What follows belongs to an exercise in optimizing a design on an open flow for small area, a short achievable clock period and few clock cycles; a production flow would make more cautious choices. At most, simulation tests tie the RTL to the original design; equivalence was not proved. No activity file was given, so power comes from the tool's default toggle rates.

Design mcproto_core, start of the top module:
module mcproto_core (
    input  wire        clk,
    input  wire        rst,
    input  wire        cmd_valid,
    output wire        cmd_ready,
    input  wire [3:0]  cmd_op,
    input  wire [63:0] cmd_val,
    input  wire [31:0] cmd_x,
    input  wire [31:0] cmd_y,
    input  wire [31:0] cmd_z,
    input  wire [31:0] cmd_ptr,
    input  wire [63:0] cmd_avail,
    input  wire [63:0] cmd_plen,
    input  wire        pin_valid,
    output wire        pin_ready,
    input  wire [7:0]  pin_data,
    output wire        mem_req,
    output wire        mem_we,
    output wire [31:0] mem_addr,
    output wire [7:0]  mem_wdata,
    input  wire        mem_gnt,
    input  wire [7:0]  mem_rdata,
    output wire        rsp_valid,
    output wire [2:0]  rsp_status,
    output wire [63:0] rsp_consumed,
    output wire [63:0] rsp_val,
    output wire [31:0] rsp_x,
    output wire [31:0] rsp_y,
    output wire [31:0] rsp_z,
    output wire        pout_valid,
    output wire [7:0]  pout_data
);
Size: roughly 3300 cells after synthesis, about 250 flip-flops, roughly 630 I/O pins, ~25000 sq um of cells after synthesis.
==> flow/config.mk <==
export PLATFORM = sky130hd
export DESIGN_NAME = mcproto_core
export DESIGN_NICKNAME = mcproto_core
export VERILOG_FILES = /design/flow/design.v
export SDC_FILE = /design/flow/constraint.sdc
export NUM_CORES = 4
export LEC_CHECK = 0
export CAP_MARGIN = 20
export CORE_MARGIN = 2
export CORE_UTILIZATION = 40
export CTS_BUF_LIST = sky130_fd_sc_hd__clkbuf_4 sky130_fd_sc_hd__clkbuf_8
export SLEW_MARGIN = 20
==> flow/constraint.sdc <==
create_clock -name core_clock -period 12.0 [get_ports {clk}]
set_input_delay 2.4000 -clock core_clock [delete_from_list [all_inputs] [get_ports {clk}]]
set_output_delay 2.4000 -clock core_clock [all_outputs]
set_load 0.01 [all_outputs]
standard.sh (not shown) runs the stock make flow with config.mk's settings and CLKGATE_MAP_FILE= SYNTH_SCRIPT=/design/flow/synth_recipe.tcl, a recipe that flattens the netlist after the stock synthesis.
==> flow/flow/run.sh <==
#!/bin/bash
# Standard ORFS layout (bash standard.sh), with two changes to how it is made:
#  - the port buffers are sky130_fd_sc_hd__buf_1 rather than the delay buffer
#    buffer_ports picks by default;
#  - repair_timing aims for 7.5 ns of setup slack (a 4.5 ns path) instead of 0.
# The clock period and the constraints are the standard flow's, unchanged.
set -euo pipefail
export BUFFER_PORTS_ARGS="-buffer_cell sky130_fd_sc_hd__buf_1"
export SETUP_SLACK_MARGIN=7.5
bash standard.sh > standard_make.log 2>&1
The starting point finished clean.
Testbench counts at the start, summed over its fixed seeds: cycles 35,042.
Next try:
--- a/flow/flow/run.sh
+++ b/flow/flow/run.sh
@@ -5 +5 @@
-#  - repair_timing aims for 7.5 ns of setup slack (a 4.5 ns path) instead of 0.
+#  - repair_timing aims for 7.75 ns of setup slack (a 4.25 ns path) instead of 0.
@@ -9 +9 @@
-export SETUP_SLACK_MARGIN=7.5
+export SETUP_SLACK_MARGIN=7.75
=> Combinational power went up by 6.6%; clock-buffer cell count went up by 3; non-clock buffer count went up by 84; final cell count went up by 2.0%; final area went up by 3.6%; die area stays the same.
Next try:
--- a/flow/flow/run.sh
+++ b/flow/flow/run.sh
@@ -5 +5 @@
-#  - repair_timing aims for 7.75 ns of setup slack (a 4.25 ns path) instead of 0.
+#  - repair_timing aims for 7.5 ns of setup slack (a 4.5 ns path) instead of 0.
@@ -9 +9 @@
-export SETUP_SLACK_MARGIN=7.75
+export SETUP_SLACK_MARGIN=7.5
Settings changed: CORE_UTILIZATION 40 to 55.
=>
- routed wire length came out lower by about 3.4%
- cell area drops by 4.7%
- utilization is higher by 15 points
- fmax falls by 4.0%
Next try:
Settings changed: CAP_MARGIN 20 to 10, CORE_UTILIZATION 55 to 40, SLEW_MARGIN 20 to 10.
Result: The new run completed without violations; design area climbs by 1.1%; power drops by 2.0%; wire length climbs by 1.2%; maximum frequency climbs by 3.2%; global-route usage drops by 13 points; core utilization drops by 17 points; hold slack degrades by 0.016 ns; via count drops by 3.5%; worst setup slack improves by 0.14 ns; non-clock buffer count stays the same; die area climbs by 37%.

---

== run a ==
Another version of the RTL of mcproto_core (not shown whole).
Size: roughly 3400 cells after synthesis, ~250 flip-flops, about 630 I/O pins, ~0.027 sq mm of cells after synthesis.
Settings: LEC_CHECK=0, CAP_MARGIN=20, CORE_MARGIN=2, CORE_UTILIZATION=40, SETUP_SLACK_MARGIN=5, SLEW_MARGIN=20; clock period 12.0 ns.
==> flow/flow/run.sh <==
#!/bin/bash
# Standard ORFS layout, with the port buffers made from sky130_fd_sc_hd__buf_1
# instead of the delay buffer buffer_ports picks by default.
set -euo pipefail
export BUFFER_PORTS_ARGS="-buffer_cell sky130_fd_sc_hd__buf_1"
bash standard.sh > standard_make.log 2>&1
Run a finished end to end and its layout was clean on timing, DRC and antenna.
Testbench counts of run a, summed over its fixed seeds: cycles 35,042.
Setup changes, run a to run b
==> flow/run.sh (new file) <==
#!/bin/bash
# synth_recipe.tcl (not shown) runs the flow's synth.tcl, then flattens the netlist and writes it again
# the make line also repeats each setting of config.mk as NAME=value (left out here)
make -C /OpenROAD-flow-scripts/flow DESIGN_CONFIG=/design/flow/config.mk WORK_HOME=/design/flow/orfs CLKGATE_MAP_FILE= SYNTH_SCRIPT=/design/flow/synth_recipe.tcl finish
removed: flow/flow/run.sh
removed: flow/standard.sh
Run a → run b: HPWL reported at the end of detailed placement went up about 4%, via count held steady, total number of nets in the final design was more or less identical.
Run b and run a ended up with roughly the same via count normalized by instance count.
Fraction of area in clock buffers and inverters in run b is 0.27 points higher than in run a
Compared run a against run b; non-clock buffer count within noise.
The higher post-route fraction of the period consumed by the critical path of run b and run a is in run b.
Number of clock buffers in the layout in run b is 1 higher than in run a
On final instance count without filler cells, run b tracks run a almost exactly.
Average routed wire per standard cell in run b is 3.8% higher than in run a

---

## build 89
Another version of the RTL of mcproto_core (not shown whole).
For scale: about 3400 cells after synthesis, roughly 250 flip-flops, about 27000 µm² of cells after synthesis.
Design mcproto_core, start of the top module:
module mcproto_core (
    input  wire        clk,
    input  wire        rst,
    input  wire        cmd_valid,
    output wire        cmd_ready,
    input  wire [3:0]  cmd_op,
    input  wire [63:0] cmd_val,
    input  wire [31:0] cmd_x,
    input  wire [31:0] cmd_y,
    input  wire [31:0] cmd_z,
    input  wire [31:0] cmd_ptr,
    input  wire [63:0] cmd_avail,
    input  wire [63:0] cmd_plen,
    input  wire        pin_valid,
    output wire        pin_ready,
    input  wire [7:0]  pin_data,
    output wire        mem_req,
    output wire        mem_we,
    output wire [31:0] mem_addr,
    output wire [7:0]  mem_wdata,
    input  wire        mem_gnt,
    input  wire [7:0]  mem_rdata,
    output wire        rsp_valid,
    output wire [2:0]  rsp_status,
    output wire [63:0] rsp_consumed,
    output wire [63:0] rsp_val,
    output wire [31:0] rsp_x,
    output wire [31:0] rsp_y,
    output wire [31:0] rsp_z,
    output wire        pout_valid,
    output wire [7:0]  pout_data
);
export LEC_CHECK = 0
export CAP_MARGIN = 20
export CORE_MARGIN = 2
export CORE_UTILIZATION = 40
export SLEW_MARGIN = 20
create_clock -name core_clock -period 12.0 [get_ports {clk}]
==> flow/flow/run.sh <==
#!/bin/bash
# Standard ORFS layout (bash standard.sh), with two changes to how it is made:
#  - the port buffers are sky130_fd_sc_hd__buf_1 rather than the delay buffer
#    buffer_ports picks by default;
#  - repair_timing aims for 7.5 ns of setup slack (a 4.5 ns path) instead of 0.
# The clock period and the constraints are the standard flow's, unchanged.
set -euo pipefail
export BUFFER_PORTS_ARGS="-buffer_cell sky130_fd_sc_hd__buf_1"
export SETUP_SLACK_MARGIN=7.5
bash standard.sh > standard_make.log 2>&1
Build 89: no failed stages, no open violations at the end
Edits applied to the flow inputs when going from build 89 to build 29:
- CORE_UTILIZATION changed from 40 to 55
==> flow/flow/run.sh <==
#!/bin/bash
# Standard ORFS layout (bash standard.sh), with two changes to how it is made:
#  - the port buffers are sky130_fd_sc_hd__buf_1 rather than the delay buffer
#    buffer_ports picks by default;
#  - repair_timing aims for 7 ns of setup slack (a 5 ns path) instead of 0.
# The clock period and the constraints are the standard flow's, unchanged.
set -euo pipefail
export BUFFER_PORTS_ARGS="-buffer_cell sky130_fd_sc_hd__buf_1"
export SETUP_SLACK_MARGIN=7
bash standard.sh > standard_make.log 2>&1
## What came out
Build 29 reached the final stage; the timing, design-rule and antenna checks on its layout passed. Build 29 ended up with a lower portion of the layout cell area used by non-clock buffers than build 89 did. ~same required time at the worst-slack endpoint in build 89 and build 29. Cell area | build 29 vs build 89 | build 29 smaller. Delta (build 29 minus build 89): share of synthesized cell area in full adder, half adder and majority cells roughly the same; pin count of the biggest net entering global routing moved up.
diff inputs: build 29 => build 24
- CORE_UTILIZATION changed from 55 to 40
==> flow/flow/run.sh <==
#!/bin/bash
# Standard ORFS layout (bash standard.sh), with two changes to how it is made:
#  - the port buffers are sky130_fd_sc_hd__buf_1 rather than the delay buffer
#    buffer_ports picks by default;
#  - repair_timing aims for 6.5 ns of setup slack (a 5.5 ns path) instead of 0.
# The clock period and the constraints are the standard flow's, unchanged.
set -euo pipefail
export BUFFER_PORTS_ARGS="-buffer_cell sky130_fd_sc_hd__buf_1"
export SETUP_SLACK_MARGIN=6.5
bash standard.sh > standard_make.log 2>&1
Results
In the reports for build 29 and build 24, the smaller proportion of power drawn by combinational gates belongs to build 24.
Relative to build 29, the global routing met2 resource utilization of build 24 is lower by 16 points.
Relative to build 29, the starting density of the core of build 24 is lower by 15 points.
The inputs of build 61 differ from those of build 24 as listed below.
==> flow/flow/run.sh <==
#!/bin/bash
# Standard ORFS layout (bash standard.sh), with two changes to how it is made:
#  - the port buffers are sky130_fd_sc_hd__buf_1 rather than the delay buffer
#    buffer_ports picks by default;
#  - repair_timing aims for 7 ns of setup slack (a 5 ns path) instead of 0.
# The clock period and the constraints are the standard flow's, unchanged.
set -euo pipefail
export BUFFER_PORTS_ARGS="-buffer_cell sky130_fd_sc_hd__buf_1"
export SETUP_SLACK_MARGIN=7
bash standard.sh > standard_make.log 2>&1
--- outcome ---
Summary: with build 24 as the reference, final cell area excluding filler cells in build 61 moved up slightly.
Fraction of synthesized area in multiplexers delta (build 24 -> build 61): insignificant
Comparing post-CTS resize count for build 24 and build 61, the smaller number came from build 24.
Build 61 vs build 24 — length of routed wiring on met1 dropped about 1.1%.
Via count of build 24 is on par with build 61.
Highest achievable clock rate: build 61 better than build 24
No functional check of the RTL was part of any run of this note.

==> what the ideal ports hide <==
In the flow no input, the clock included, has a driving cell. The finished layouts below were timed again as built, in two steps. Step 1 (the two cells are an assumption about what drives the block):
set clk [get_ports {clk}]
set_driving_cell -lib_cell sky130_fd_sc_hd__clkbuf_16 $clk
set_driving_cell -lib_cell sky130_fd_sc_hd__buf_2 [delete_from_list [all_inputs] $clk]
Step 2 moves the port delays by t, midway between the first and last clock arrival at a register: inputs arrive t later, outputs are due t later. That takes back most of the time a late clock gives input paths. Slacks: no drivers / after step 1 / after step 2; pairs: no drivers / after step 1.
| run | t (ns) | slack for setup (ns) | worst setup path after step 2 | worst register clock-pin slew, ns | worst data-port slew with drivers (ns) |
|---|---|---|---|---|---|
| the first run of note 1 | 0.739 | 7.506 / 7.470 / 6.801 | input to register | 0.07 / 0.07 | 0.12 |
| the second run of note 1 | 0.732 | 7.511 / 7.523 / 6.791 | input to register | 0.07 / 0.07 | 0.17 |
| the third run of note 1 | 0.722 | 7.327 / 7.362 / 6.639 | input to register | 0.07 / 0.07 | 0.10 |
| the fourth run of note 1 | 0.730 | 7.470 / 7.440 / 6.762 | input to register | 0.07 / 0.07 | 0.12 |
| run a | 0.675 | 5.563 / 5.596 / 4.921 | input to register | 0.07 / 0.07 | 0.12 |
| run b | 0.630 | 5.474 / 5.513 / 4.883 | input to register | 0.06 / 0.06 | 0.17 |
| build 89 | 0.626 | 7.401 / 7.437 / 6.811 | input to register | 0.06 / 0.06 | 0.12 |
| build 29 | 0.612 | 7.029 / 7.066 / 6.454 | input to register | 0.06 / 0.06 | 0.20 |
| build 24 | 0.641 | 6.690 / 6.737 / 6.095 | input to register | 0.07 / 0.07 | 0.12 |
| build 61 | 0.641 | 7.008 / 7.057 / 6.416 | input to register | 0.07 / 0.07 | 0.11 |
After both steps every run listed still meets setup and hold. For the second run of note 1, which loses most, drivers alone change the setup slack by +0.012 ns; drivers and shift together by -0.720 ns.
